Background: an optimization exercise with open tools, aiming at small area. Do not read the settings as production practice.
Power figures rest on the tool's default switching activity, not on a simulated workload.

==> yarrow: inputs <==
==> flow/design.v <==
module l2c_rx8 (
    input  wire       clk,
    input  wire       rst,
    input  wire       rx_valid,
    input  wire [2:0] rx_ch,
    input  wire       rx_level,
    output wire       rep_byte_valid,
    output wire [7:0] rep_byte,
    output wire       rep_end_valid,
    output wire       rep_end_ok,
    output wire [2:0] rep_ch
);
    localparam integer NCH = 8;
    reg  [NCH-1:0] q_sel;       
    reg            q_level;
    always @(posedge clk) begin
        if (rst)
            q_sel <= {NCH{1'b0}};
        else
            q_sel <= {{(NCH-1){1'b0}}, rx_valid} << rx_ch;
        q_level <= rx_level;
    end
    wire q_valid = |q_sel;
    reg        s_lvl  [0:NCH-1];
    reg [2:0]  s_ones [0:NCH-1];
    reg [7:0]  s_sh   [0:NCH-1];
    reg [10:0] s_bc   [0:NCH-1];
    reg [15:0] s_crc  [0:NCH-1];
    reg         r_lvl;
    reg  [2:0]  r_ones;
    reg  [7:0]  r_sh;
    reg  [10:0] r_bc;
    reg  [15:0] r_crc;
    reg  [2:0]  r_ch;
    integer k;
    always @(*) begin
        r_lvl  = 1'b0;
        r_ones = 3'd0;
        r_sh   = 8'h00;
        r_bc   = 11'd0;
        r_crc  = 16'h0000;
        r_ch   = 3'd0;
        for (k = 0; k < NCH; k = k + 1) begin
            r_lvl  = r_lvl  | (s_lvl[k]  & q_sel[k]);
            r_ones = r_ones | (s_ones[k] & {3{q_sel[k]}});
            r_sh   = r_sh   | (s_sh[k]   & {8{q_sel[k]}});
            r_bc   = r_bc   | (s_bc[k]   & {11{q_sel[k]}});
            r_crc  = r_crc  | (s_crc[k]  & {16{q_sel[k]}});
            r_ch   = r_ch   | (k[2:0]    & {3{q_sel[k]}});
        end
    end
    wire        d      = (q_level == r_lvl);            
    wire        in_a   = |r_sh;                         
    wire        in_b   = !in_a && |r_bc[6:0];           
    wire        sync   = in_a || |r_bc[6:0];
    wire        ones5  = (r_ones == 3'd5);
    wire        ones6  = (r_ones == 3'd6);
    wire        abort  = d && r_ones[2] && r_ones[1];   
    wire        flag   = !d && ones6;
    wire        app    = sync && !abort && !flag && !ones5;
    wire        bytec  = app && r_sh[0];                
    wire        last   = &r_bc;                         
    wire        have   = |r_bc;                         
    wire        enough = !in_a || |r_bc[10:2] || (r_bc[1] && r_bc[0]);
    wire        aligned = in_a ? (r_sh[1] && !r_sh[0]) : r_bc[0];
    wire        x6     = in_a ? r_sh[2] : r_bc[1];      
    wire        over   = app && !in_a && r_bc[0];       
    wire        fcs_ok = (r_crc == (x6 ? 16'hD92F : 16'h9F0B));
    wire [2:0]  n_ones = !d ? 3'd0 : (r_ones == 3'd7) ? 3'd7 : r_ones + 3'd1;
    wire [7:0]  n_sh   = (abort || over)     ? 8'h00 :
                         flag                ? 8'h80 :
                         bytec               ? (last ? 8'h00 : 8'h80) :
                         (app && in_a)       ? {d, r_sh[7:1]} : r_sh;
    wire [10:0] n_bc   = (flag || abort || over) ? 11'd0 :
                         bytec               ? (last ? 11'h040 : r_bc + 11'd1) :
                         (app && in_b)       ? {4'h0, d, r_bc[6:1]} : r_bc;
    wire [15:0] n_crc  = flag ? 16'hFFFF :
                         app  ? ((r_crc >> 1) ^ ((r_crc[0] ^ d) ? 16'h8408 : 16'h0000)) :
                                r_crc;
    assign rep_byte       = {d, r_sh[7:1]};
    assign rep_byte_valid = q_valid && bytec;
    assign rep_end_valid  = q_valid && (((abort || flag) && sync && have) || over);
    assign rep_end_ok     = flag && aligned && enough && fcs_ok;
    assign rep_ch         = r_ch;
    wire        w_lvl  = rst ? 1'b0 : q_level;
    wire [2:0]  w_ones = rst ? 3'd0 : n_ones;
    wire [7:0]  w_sh   = rst ? 8'h00 : n_sh;
    wire [10:0] w_bc   = rst ? 11'd0 : n_bc;
    integer c;
    always @(posedge clk) begin
        for (c = 0; c < NCH; c = c + 1) begin
            if (rst || q_sel[c]) begin
                s_lvl[c]  <= w_lvl;
                s_ones[c] <= w_ones;
                s_sh[c]   <= w_sh;
                s_bc[c]   <= w_bc;
                s_crc[c]  <= n_crc;
            end
        end
    end
endmodule
==> flow/run.sh <==
#!/bin/bash
# synth_recipe.tcl (not shown) runs the flow's synth.tcl, then flattens the netlist and writes it again
# the make line also repeats each setting of config.mk as NAME=value (left out here)
make -C /OpenROAD-flow-scripts/flow DESIGN_CONFIG=/design/flow/config.mk WORK_HOME=/design/flow/orfs CLKGATE_MAP_FILE= SYNTH_SCRIPT=/design/flow/synth_recipe.tcl finish
==> flow/config.mk <==
export PLATFORM = sky130hd
export DESIGN_NAME = l2c_rx8
export DESIGN_NICKNAME = l2c_rx8
export VERILOG_FILES = /design/flow/design.v
export SDC_FILE = /design/flow/constraint.sdc
export NUM_CORES = 4
export LEC_CHECK = 0
export CAP_MARGIN = 20
export CORE_MARGIN = 2
export CORE_UTILIZATION = 40
export CTS_BUF_LIST = sky130_fd_sc_hd__clkbuf_8
export SLEW_MARGIN = 20
==> flow/constraint.sdc <==
create_clock -name core_clock -period 6.0 [get_ports {clk}]
set_input_delay 1.2000 -clock core_clock [delete_from_list [all_inputs] [get_ports {clk}]]
set_output_delay 1.2000 -clock core_clock [all_outputs]
set_load 0.01 [all_outputs]
==> cedar: changes against yarrow <==
==> flow/design.v, changed modules only <==
module l2c_rx8 (
    input  wire       clk,
    input  wire       rst,
    input  wire       rx_valid,
    input  wire [2:0] rx_ch,
    input  wire       rx_level,
    output wire       rep_byte_valid,
    output wire [7:0] rep_byte,
    output wire       rep_end_valid,
    output wire       rep_end_ok,
    output wire [2:0] rep_ch
);
    localparam integer NCH = 8;
    reg            q_valid;
    reg  [2:0]     q_ch;
    reg            q_level;
    always @(posedge clk) begin
        q_valid <= rx_valid && !rst;
        q_ch    <= rx_ch;
        q_level <= rx_level;
    end
    wire [NCH-1:0] q_sel = {{(NCH-1){1'b0}}, q_valid} << q_ch;    
    reg        s_lvl  [0:NCH-1];
    reg [2:0]  s_ones [0:NCH-1];
    reg [7:0]  s_sh   [0:NCH-1];
    reg [10:0] s_bc   [0:NCH-1];
    reg [15:0] s_crc  [0:NCH-1];
    reg         r_lvl;
    reg  [2:0]  r_ones;
    reg  [7:0]  r_sh;
    reg  [10:0] r_bc;
    reg  [15:0] r_crc;
    integer k;
    always @(*) begin
        r_lvl  = 1'b0;
        r_ones = 3'd0;
        r_sh   = 8'h00;
        r_bc   = 11'd0;
        r_crc  = 16'h0000;
        for (k = 0; k < NCH; k = k + 1) begin
            r_lvl  = r_lvl  | (s_lvl[k]  & q_sel[k]);
            r_ones = r_ones | (s_ones[k] & {3{q_sel[k]}});
            r_sh   = r_sh   | (s_sh[k]   & {8{q_sel[k]}});
            r_bc   = r_bc   | (s_bc[k]   & {11{q_sel[k]}});
            r_crc  = r_crc  | (s_crc[k]  & {16{q_sel[k]}});
        end
    end
    wire        d      = (q_level == r_lvl);            
    wire        in_a   = |r_sh;                         
    wire        in_b   = !in_a && |r_bc[6:0];           
    wire        sync   = in_a || |r_bc[6:0];
    wire        ones5  = (r_ones == 3'd5);
    wire        ones6  = (r_ones == 3'd6);
    wire        abort  = d && r_ones[2] && r_ones[1];   
    wire        flag   = !d && ones6;
    wire        app    = sync && !abort && !flag && !ones5;
    wire        bytec  = app && r_sh[0];                
    wire        have   = |r_bc;                         
    wire        enough = !in_a || |r_bc[10:2];
    wire        aligned = in_a ? (r_sh[1] && !r_sh[0]) : r_bc[6];
    wire        x6     = in_a ? r_sh[2] : r_bc[5];      
    wire        over   = app && !in_a && r_bc[6];       
    wire        last   = r_bc[10] && !(|r_bc[9:0]);    
    wire        fcs_ok = (r_crc == (x6 ? 16'hD92F : 16'h9F0B));
    wire [2:0]  n_ones = !d ? 3'd0 : (r_ones == 3'd7) ? 3'd7 : r_ones + 3'd1;
    wire [7:0]  n_sh   = (abort || over)     ? 8'h00 :
                         flag                ? 8'h80 :
                         bytec               ? (last ? 8'h00 : 8'h80) :
                         (app && in_a)       ? {d, r_sh[7:1]} : r_sh;
    wire        bc_wr  = flag || abort || over || bytec || (app && in_b);
    wire [10:0] n_bc   = (flag || abort || over) ? 11'd0 :
                         {r_bc[9:0], bytec ? ((r_bc[10] ^ r_bc[8]) || !have) : d};
    wire        crc_wr = flag || app;
    wire [15:0] n_crc  = flag ? 16'hFFFF :
                         ((r_crc >> 1) ^ ((r_crc[0] ^ d) ? 16'h8408 : 16'h0000));
    assign rep_byte       = {d, r_sh[7:1]};
    assign rep_byte_valid = q_valid && bytec;
    assign rep_end_valid  = q_valid && (((abort || flag) && sync && have) || over);
    assign rep_end_ok     = flag && aligned && enough && fcs_ok;
    assign rep_ch         = q_ch;
    wire        w_lvl  = rst ? 1'b0 : q_level;
    wire [2:0]  w_ones = rst ? 3'd0 : n_ones;
    wire [7:0]  w_sh   = rst ? 8'h00 : n_sh;
    wire [10:0] w_bc   = rst ? 11'd0 : n_bc;
    integer c;
    always @(posedge clk) begin
        for (c = 0; c < NCH; c = c + 1) begin
            if (rst || q_sel[c]) begin
                s_lvl[c]  <= w_lvl;
                s_ones[c] <= w_ones;
                s_sh[c]   <= w_sh;
            end
            if (rst || (q_sel[c] && bc_wr))
                s_bc[c]   <= w_bc;
            if (q_sel[c] && crc_wr)
                s_crc[c]  <= n_crc;
        end
    end
endmodule
==> flow/flow/run.sh (new file) <==
#!/bin/bash
# Layout flow: the standard flow (standard.sh) with these changes:
#  - synthesis maps the logic with ABC's area mapper (flow/synth.tcl,
#    flow/abc_area.script); registers are mapped exactly as in the standard
#    synthesis;
#  - port buffers use the smallest buffer cell;
#  - drivers of large loads get drive strength 4 before placement
#    (flow/pre_gp.tcl);
#  - CTS uses clkbuf_4 cells in small clusters and adds no dummy loads.
# Each step's full output is in orfs/logs/; make's output is in flow.log.
set -euo pipefail
here=$(pwd)
export MY_ABC_SCRIPT=$here/flow/abc_area.script
export PRE_GLOBAL_PLACE_TCL=$here/flow/pre_gp.tcl
export BUFFER_PORTS_ARGS="-buffer_cell sky130_fd_sc_hd__buf_1"
export CTS_ARGS="-sink_clustering_enable -repair_clock_nets -dont_use_dummy_load -buf_list sky130_fd_sc_hd__clkbuf_4 -sink_clustering_size 10 -sink_clustering_max_diameter 40"
sed "s#SYNTH_SCRIPT=[^ ]*#SYNTH_SCRIPT=$here/flow/synth.tcl#" standard.sh > own_standard.sh
grep -q "SYNTH_SCRIPT=$here/flow/synth.tcl" own_standard.sh
bash own_standard.sh finish > flow.log 2>&1
==> flow/flow/abc_area.script (new file) <==
strash
dc2
dc2
dch -f
amap -A 8 -F 2
==> flow/flow/pre_gp.tcl (new file) <==
# Before global placement: give each driver of a large load (12 or more
# input pins) the _4 drive strength of its cell, so that timing-driven
# placement does not add a buffer after it.
set upsized 0
foreach inst [get_cells *] {
  set cell [get_property $inst ref_name]
  if {![regexp {^(sky130_fd_sc_hd__[a-z0-9]+)_([0-9]+)$} $cell -> base drive]} { continue }
  if {$drive >= 4} { continue }
  if {[string match *buf* $base] || [string match *inv* $base]} { continue }
  set big 0
  foreach opin [get_pins -of_objects $inst -filter "direction==output"] {
    set net [get_nets -of_objects $opin]
    if {$net eq ""} { continue }
    set n [llength [get_pins -of_objects $net -filter "direction==input"]]
    if {$n >= 12} { set big 1 }
  }
  if {!$big} { continue }
  set lc [get_lib_cells -quiet ${base}_4]
  if {$lc eq ""} { puts "pre_gp: no ${base}_4 for [get_full_name $inst]"; continue }
  puts "pre_gp: [get_full_name $inst] $cell -> ${base}_4"
  replace_cell $inst $lc
  incr upsized
}
puts "pre_gp: upsized $upsized drivers"
==> flow/flow/synth.tcl (new file) <==
# synth_recipe.tcl with one change: ABC maps the logic with an area-oriented
# script (flow/abc_area.script) instead of ORFS's. Registers are mapped by
# the same steps as the standard synthesis, so they keep their names and cells.
proc synth {args} { yosys synth -nofsm -noshare {*}$args }
proc abc {args} {
  set i [lsearch $args -script]
  if {$i >= 0} { lset args [expr {$i + 1}] $::env(MY_ABC_SCRIPT) }
  yosys abc {*}$args
}
source $::env(SCRIPTS_DIR)/synth.tcl
# left out here: clear keep_hierarchy, flatten, clean up, hide names made inside functions, write 1_2_yosys.v
==> flow/standard.sh (new file) <==
#!/bin/bash
# synth_recipe.tcl (not shown) runs the flow's synth.tcl, then flattens the netlist and writes it again
# the make line also repeats each setting of config.mk as NAME=value (left out here)
make -C /OpenROAD-flow-scripts/flow DESIGN_CONFIG=/design/flow/config.mk WORK_HOME=/design/flow/orfs CLKGATE_MAP_FILE= SYNTH_SCRIPT=/design/flow/synth_recipe.tcl "${@:-finish}"
- CAP_MARGIN: 20 -> 0
- CTS_BUF_LIST: sky130_fd_sc_hd__clkbuf_8 -> not set
- SLEW_MARGIN: 20 -> 0
removed: flow/run.sh
==> notes <==
yarrow produced a clean layout. cedar completed without violations. Of yarrow and cedar, yarrow has the higher sequential power (gap 9.3%, measured against cedar). Synthesized area: yarrow is larger than cedar (about 7%). Against yarrow, the worst setup slack of cedar is lower by 13 ps. In yarrow the clock power is larger than in cedar, by about 90%.
==> figures <==
item	yarrow	cedar
WL met2	14,800 µm	14,000 µm
Count of buffer and inverter cells on the critical path	1	5
HP Class	flip-flop to flip-flop	input port to flip-flop
Area share of the largest cell type after synthesis	0.747	0.802
Area share of and/or/nand/nor cells after synthesis	0.0788	0.0677
Arithmetic-cell share of the synthesized area counting full adders, half adders and majority gates	0.00499	0.00321
Distinct cell type count of the synthesized netlist	57	32
Status	timing/DRC/antenna clean	timing/DRC/antenna clean
FF-to-FF End	s_crc[3][1]$_DFFE_PP_	s_sh[3][1]$_DFFE_PP_
Floorplan die area	32,800 µm²	30,600 µm²
No run of this note included a check of the RTL's function; only the layout flow was run.

## port drivers added, routing unchanged
The results above use ideal ports. As a check the final layouts listed here were re-extracted and re-timed, cells and wires unchanged. Step 1, drivers: a clkbuf_16 drives clk and a buf_2 each remaining input, both assumed. Step 2 adds t to the input delays and takes it off the output delays; t is the mean of the earliest and latest rising clock arrival at the registers after step 1. Input paths then give back, and output paths get back, about the clock's delay inside the block. Slacks: ideal ports / drivers / drivers and shift; pairs: ideal ports / drivers.
| run | t, ns | slack for setup (ns) | worst setup path after step 2 |
|---|---|---|---|
| yarrow | 0.601 | 0.403 / 0.362 / 0.963 | register to output |
| cedar | 0.670 | 0.390 / 0.345 / 0.762 | register to register |
After both steps setup and hold are still met in every run listed.
